Context: an optimization exercise on an open-source flow, tuned for small area. The choices shown serve that exercise and are no tape-out recipe.
Only simulation tests tie the RTL to the original design; equivalence was not proved.
The flow treats the clock pin as an ideal source, which a real chip does not have.
Power figures rest on the tool's default switching activity, not on a simulated workload.

// jbang_seq
module jbang_seq (
    input  wire        clk,
    input  wire        rst,           
    input  wire [2:0]  bus_addr,      
    input  wire        bus_we,
    input  wire [31:0] bus_wdata,
    output reg  [31:0] bus_rdata,
    output reg         jtag_trst_n,
    output reg         jtag_tck,
    output reg         jtag_tms,
    output reg         jtag_tdi,
    input  wire        jtag_tdo
);
    localparam [2:0] PS_RESET = 3'b000, PS_IDLE = 3'b001, PS_SHIFT = 3'b010,
                     PS_EXIT1 = 3'b110, PS_UPD = 3'b100, PS_SELDR = 3'b101,
                     PS_SELIR = 3'b011, PS_CAP = 3'b111;
    localparam [2:0] P_PRE = 3'd0, P_NAVI = 3'd1, P_WALK = 3'd2, P_SH = 3'd3,
                     P_AL = 3'd4, P_NAV2 = 3'd5, P_FIN = 3'd6;
    localparam [2:0] G_NONE = 3'd0, G_PULSE = 3'd1, G_F = 3'd2, G_RI = 3'd3, G_SWAP = 3'd4;
    localparam [1:0] L_K = 2'd0, L_NB = 2'd1, L_RI = 2'd2;
    localparam [1:0] A_KEEP = 2'd0, A_ZERO = 2'd1, A_K = 2'd3;
  ...
clock: 8.0 ns
lec_check: 0
cap_margin: 20
core_margin: 2
core_utilization: 40
place_density: 0.6
slew_margin: 20
synth_memory_max_bits: 16384
standard.sh (not shown) runs the stock make flow with config.mk's settings and CLKGATE_MAP_FILE= SYNTH_SCRIPT=/design/flow/synth_recipe.tcl, a recipe that flattens the netlist after the stock synthesis.
==> flow/flow/run.sh <==
#!/bin/bash
# Layout flow: the standard ORFS flow (standard.sh) with changes that only affect how
# the layout is built:
#  - synthesis: the technology-mapping call to ABC runs ABC's default area-oriented mapping
#    instead of ORFS's speed script (no delay target, no buffering or gate upsizing at
#    synthesis time). Everything else, including the flip-flop mapping before ABC, is the
#    standard synthesis script (synth_recipe.tcl), so the registers keep their names and cells.
#  - placement: every input and output port still gets a buffer, but the buffer is the
#    platform's smallest one (buf_1) rather than the delay buffer buffer_ports picks.
#  - clock tree: the same CTS call without dummy loads; then clk_downsize.tcl swaps clock
#    buffers for smaller ones while the flip-flop clock-pin slew stays well under the limit.
# Each tool's output goes to its own log in this folder.
set -euo pipefail
W=$(pwd)
{ cat "$W/flow/abc_area.tcl"; cat "$W/synth_recipe.tcl"; } > "$W/area_synth.tcl"
sed "s#SYNTH_SCRIPT=[^ ']*#SYNTH_SCRIPT=$W/area_synth.tcl#" "$W/standard.sh" > "$W/area_standard.sh"
grep -q "SYNTH_SCRIPT=$W/area_synth.tcl" "$W/area_standard.sh"
export BUFFER_PORTS_ARGS="-buffer_cell sky130_fd_sc_hd__buf_1"
export CTS_ARGS="-sink_clustering_enable -repair_clock_nets -dont_use_dummy_load"
ARGS=("BUFFER_PORTS_ARGS=$BUFFER_PORTS_ARGS" "CTS_ARGS=$CTS_ARGS")
bash "$W/area_standard.sh" "${ARGS[@]}" cts > "$W/orfs_make_to_cts.log" 2>&1
PLATFORM_DIR="$FLOW_HOME/platforms/$FLOW_PLATFORM" \
RESULTS_DIR="$W/orfs/results/$FLOW_PLATFORM/jbang_seq/base" \
CLK_SLEW_BOUND=0.105 \
  openroad -no_init -exit "$W/flow/clk_downsize.tcl" > "$W/clk_downsize.log" 2>&1
bash "$W/area_standard.sh" "${ARGS[@]}" finish > "$W/orfs_make_finish.log" 2>&1
==> flow/flow/clk_downsize.tcl <==
set plat $::env(PLATFORM_DIR)
set res $::env(RESULTS_DIR)
read_lef $plat/lef/sky130_fd_sc_hd.tlef
read_lef $plat/lef/sky130_fd_sc_hd_merged.lef
read_liberty $plat/lib/sky130_fd_sc_hd__tt_025C_1v80.lib
read_db $res/4_cts.odb
read_sdc $res/4_cts.sdc
source $plat/setRC.tcl
set_propagated_clock [all_clocks]
estimate_parasitics -placement

proc worst_clk_slew {} {
  set ws 0
  foreach pin [get_pins -hierarchical */CLK] {
    foreach t {rise fall} {
      set s [get_property $pin slew_max_$t]
      if {$s > $ws} {set ws $s}
    }
  }
  return $ws
}

set bound $::env(CLK_SLEW_BOUND)
puts "worst clock-pin slew before: [worst_clk_slew]"
set changed 0
foreach inst [get_cells *] {
  if {[get_property $inst ref_name] ne "sky130_fd_sc_hd__clkbuf_16"} { continue }
  set name [get_property $inst name]
  foreach c {sky130_fd_sc_hd__clkbuf_4 sky130_fd_sc_hd__clkbuf_8} {
    replace_cell $name $c
    estimate_parasitics -placement
    if {[worst_clk_slew] <= $bound} {
      puts "clock buffer $name -> $c"
      incr changed
      break
    }
    replace_cell $name sky130_fd_sc_hd__clkbuf_16
    estimate_parasitics -placement
  }
}
puts "downsized $changed clock buffers; worst clock-pin slew after: [worst_clk_slew]"
check_placement -verbose
write_db $res/4_cts.odb
Other scripts of this flow, unchanged in this note and not shown: flow/flow/abc_area.tcl
Next try:
==> flow/flow/run.sh (replaced) <==
#!/bin/bash
# Layout flow: the standard ORFS flow (standard.sh, all targets up to finish) with three
# changes that only affect how the layout is built:
#  - synthesis: the technology-mapping call to ABC runs ABC's default area-oriented mapping
#    instead of ORFS's speed script (no delay target, no buffering or gate upsizing at
#    synthesis time). Everything else, including the flip-flop mapping before ABC, is the
#    standard synthesis script (synth_recipe.tcl), so the registers keep their names and cells.
#  - placement: every input and output port still gets a buffer, but the buffer is the
#    platform's smallest one (buf_1) rather than the delay buffer buffer_ports picks.
#  - clock tree: the same CTS call without dummy loads.
set -euo pipefail
W=$(pwd)
{ cat "$W/flow/abc_area.tcl"; cat "$W/synth_recipe.tcl"; } > "$W/area_synth.tcl"
sed "s#SYNTH_SCRIPT=[^ ']*#SYNTH_SCRIPT=$W/area_synth.tcl#" "$W/standard.sh" > "$W/area_standard.sh"
grep -q "SYNTH_SCRIPT=$W/area_synth.tcl" "$W/area_standard.sh"
export BUFFER_PORTS_ARGS="-buffer_cell sky130_fd_sc_hd__buf_1"
export CTS_ARGS="-sink_clustering_enable -repair_clock_nets -dont_use_dummy_load"
bash "$W/area_standard.sh" "BUFFER_PORTS_ARGS=$BUFFER_PORTS_ARGS" "CTS_ARGS=$CTS_ARGS" finish > "$W/orfs_make.log" 2>&1
- GPL_TIMING_DRIVEN: not set -> 0
removed: flow/flow/clk_downsize.tcl
Combinational power goes down by about 1%.
Cell area goes up by 3.7%.
Worst setup slack got worse by 0.062 ns.
Fmax goes down by 1.0%.
Total power goes up by 7.1%.
Cell count goes up by 0.73%.
Die area is unchanged.
Next try:
==> flow/flow/run.sh (replaced) <==
#!/bin/bash
# Layout flow: the standard ORFS flow (standard.sh) with changes that only affect how
# the layout is built:
#  - synthesis: the technology-mapping call to ABC runs ABC's default area-oriented mapping
#    instead of ORFS's speed script (no delay target, no buffering or gate upsizing at
#    synthesis time). Everything else, including the flip-flop mapping before ABC, is the
#    standard synthesis script (synth_recipe.tcl), so the registers keep their names and cells.
#  - placement: every input and output port still gets a buffer, but the buffer is the
#    platform's smallest one (buf_1) rather than the delay buffer buffer_ports picks.
#  - clock tree: the same CTS call without dummy loads; then clk_downsize.tcl swaps clock
#    buffers for smaller ones while the flip-flop clock-pin slew stays well under the limit.
# Each tool's output goes to its own log in this folder.
set -euo pipefail
W=$(pwd)
{ cat "$W/flow/abc_area.tcl"; cat "$W/synth_recipe.tcl"; } > "$W/area_synth.tcl"
sed "s#SYNTH_SCRIPT=[^ ']*#SYNTH_SCRIPT=$W/area_synth.tcl#" "$W/standard.sh" > "$W/area_standard.sh"
grep -q "SYNTH_SCRIPT=$W/area_synth.tcl" "$W/area_standard.sh"
export BUFFER_PORTS_ARGS="-buffer_cell sky130_fd_sc_hd__buf_1"
export CTS_ARGS="-sink_clustering_enable -repair_clock_nets -dont_use_dummy_load"
ARGS=("BUFFER_PORTS_ARGS=$BUFFER_PORTS_ARGS" "CTS_ARGS=$CTS_ARGS")
bash "$W/area_standard.sh" "${ARGS[@]}" cts > "$W/orfs_make_to_cts.log" 2>&1
PLATFORM_DIR="$FLOW_HOME/platforms/$FLOW_PLATFORM" \
RESULTS_DIR="$W/orfs/results/$FLOW_PLATFORM/jbang_seq/base" \
CLK_SLEW_BOUND=0.105 \
  openroad -no_init -exit "$W/flow/clk_downsize.tcl" > "$W/clk_downsize.log" 2>&1
bash "$W/area_standard.sh" "${ARGS[@]}" finish > "$W/orfs_make_finish.log" 2>&1
==> flow/flow/clk_downsize.tcl (new file) <==
set plat $::env(PLATFORM_DIR)
set res $::env(RESULTS_DIR)
read_lef $plat/lef/sky130_fd_sc_hd.tlef
read_lef $plat/lef/sky130_fd_sc_hd_merged.lef
read_liberty $plat/lib/sky130_fd_sc_hd__tt_025C_1v80.lib
read_db $res/4_cts.odb
read_sdc $res/4_cts.sdc
source $plat/setRC.tcl
set_propagated_clock [all_clocks]
estimate_parasitics -placement

proc worst_clk_slew {} {
  set ws 0
  foreach pin [get_pins -hierarchical */CLK] {
    foreach t {rise fall} {
      set s [get_property $pin slew_max_$t]
      if {$s > $ws} {set ws $s}
    }
  }
  return $ws
}

set bound $::env(CLK_SLEW_BOUND)
puts "worst clock-pin slew before: [worst_clk_slew]"
set changed 0
foreach inst [get_cells *] {
  if {[get_property $inst ref_name] ne "sky130_fd_sc_hd__clkbuf_16"} { continue }
  set name [get_property $inst name]
  foreach c {sky130_fd_sc_hd__clkbuf_4 sky130_fd_sc_hd__clkbuf_8} {
    replace_cell $name $c
    estimate_parasitics -placement
    if {[worst_clk_slew] <= $bound} {
      puts "clock buffer $name -> $c"
      incr changed
      break
    }
    replace_cell $name sky130_fd_sc_hd__clkbuf_16
    estimate_parasitics -placement
  }
}
puts "downsized $changed clock buffers; worst clock-pin slew after: [worst_clk_slew]"
check_placement -verbose
write_db $res/4_cts.odb
- CAP_MARGIN: 20 -> 5
- GPL_TIMING_DRIVEN: 0 -> not set
- SLEW_MARGIN: 20 -> 5
Outcome:
- fmax rises slightly
- register-to-register slack gets better by 0.03 ns
- worst setup slack gets better by 0.030 ns
- area after synthesis is unchanged
- wire length rises slightly
- count of clock-buffer cells in the layout is unchanged

afterwards: timing with drivers on the ports:
The results above use ideal ports. As a check the final layouts listed here were re-extracted and re-timed, cells and wires unchanged. Step 1 assumes that a clkbuf_16 drives the clock port and a buf_2 every other input. Step 2 times the ports against the registers' clock, not the clock port: input delays grow and output delays shrink by t, the midpoint of the rising clock arrivals with the driver on. a / b / c = no drivers / after step 1 / after step 2; a / b = the first two.
| run | t (ns) | setup WS [ns] | hold WS [ns] | latest minus earliest clock arrival (ns) |
|---|---|---|---|---|
| the first run | 0.673 | 1.976 / 1.976 / 1.976 | 0.460 / 0.460 / 0.460 | 0.025 / 0.026 |
| the second run | 0.484 | 1.914 / 1.914 / 1.914 | 0.462 / 0.462 / 0.462 | 0.037 / 0.037 |
| the third run | 0.651 | 1.944 / 1.944 / 1.944 | 0.464 / 0.464 / 0.464 | 0.033 / 0.033 |
After both steps setup and hold are still met in every run listed.
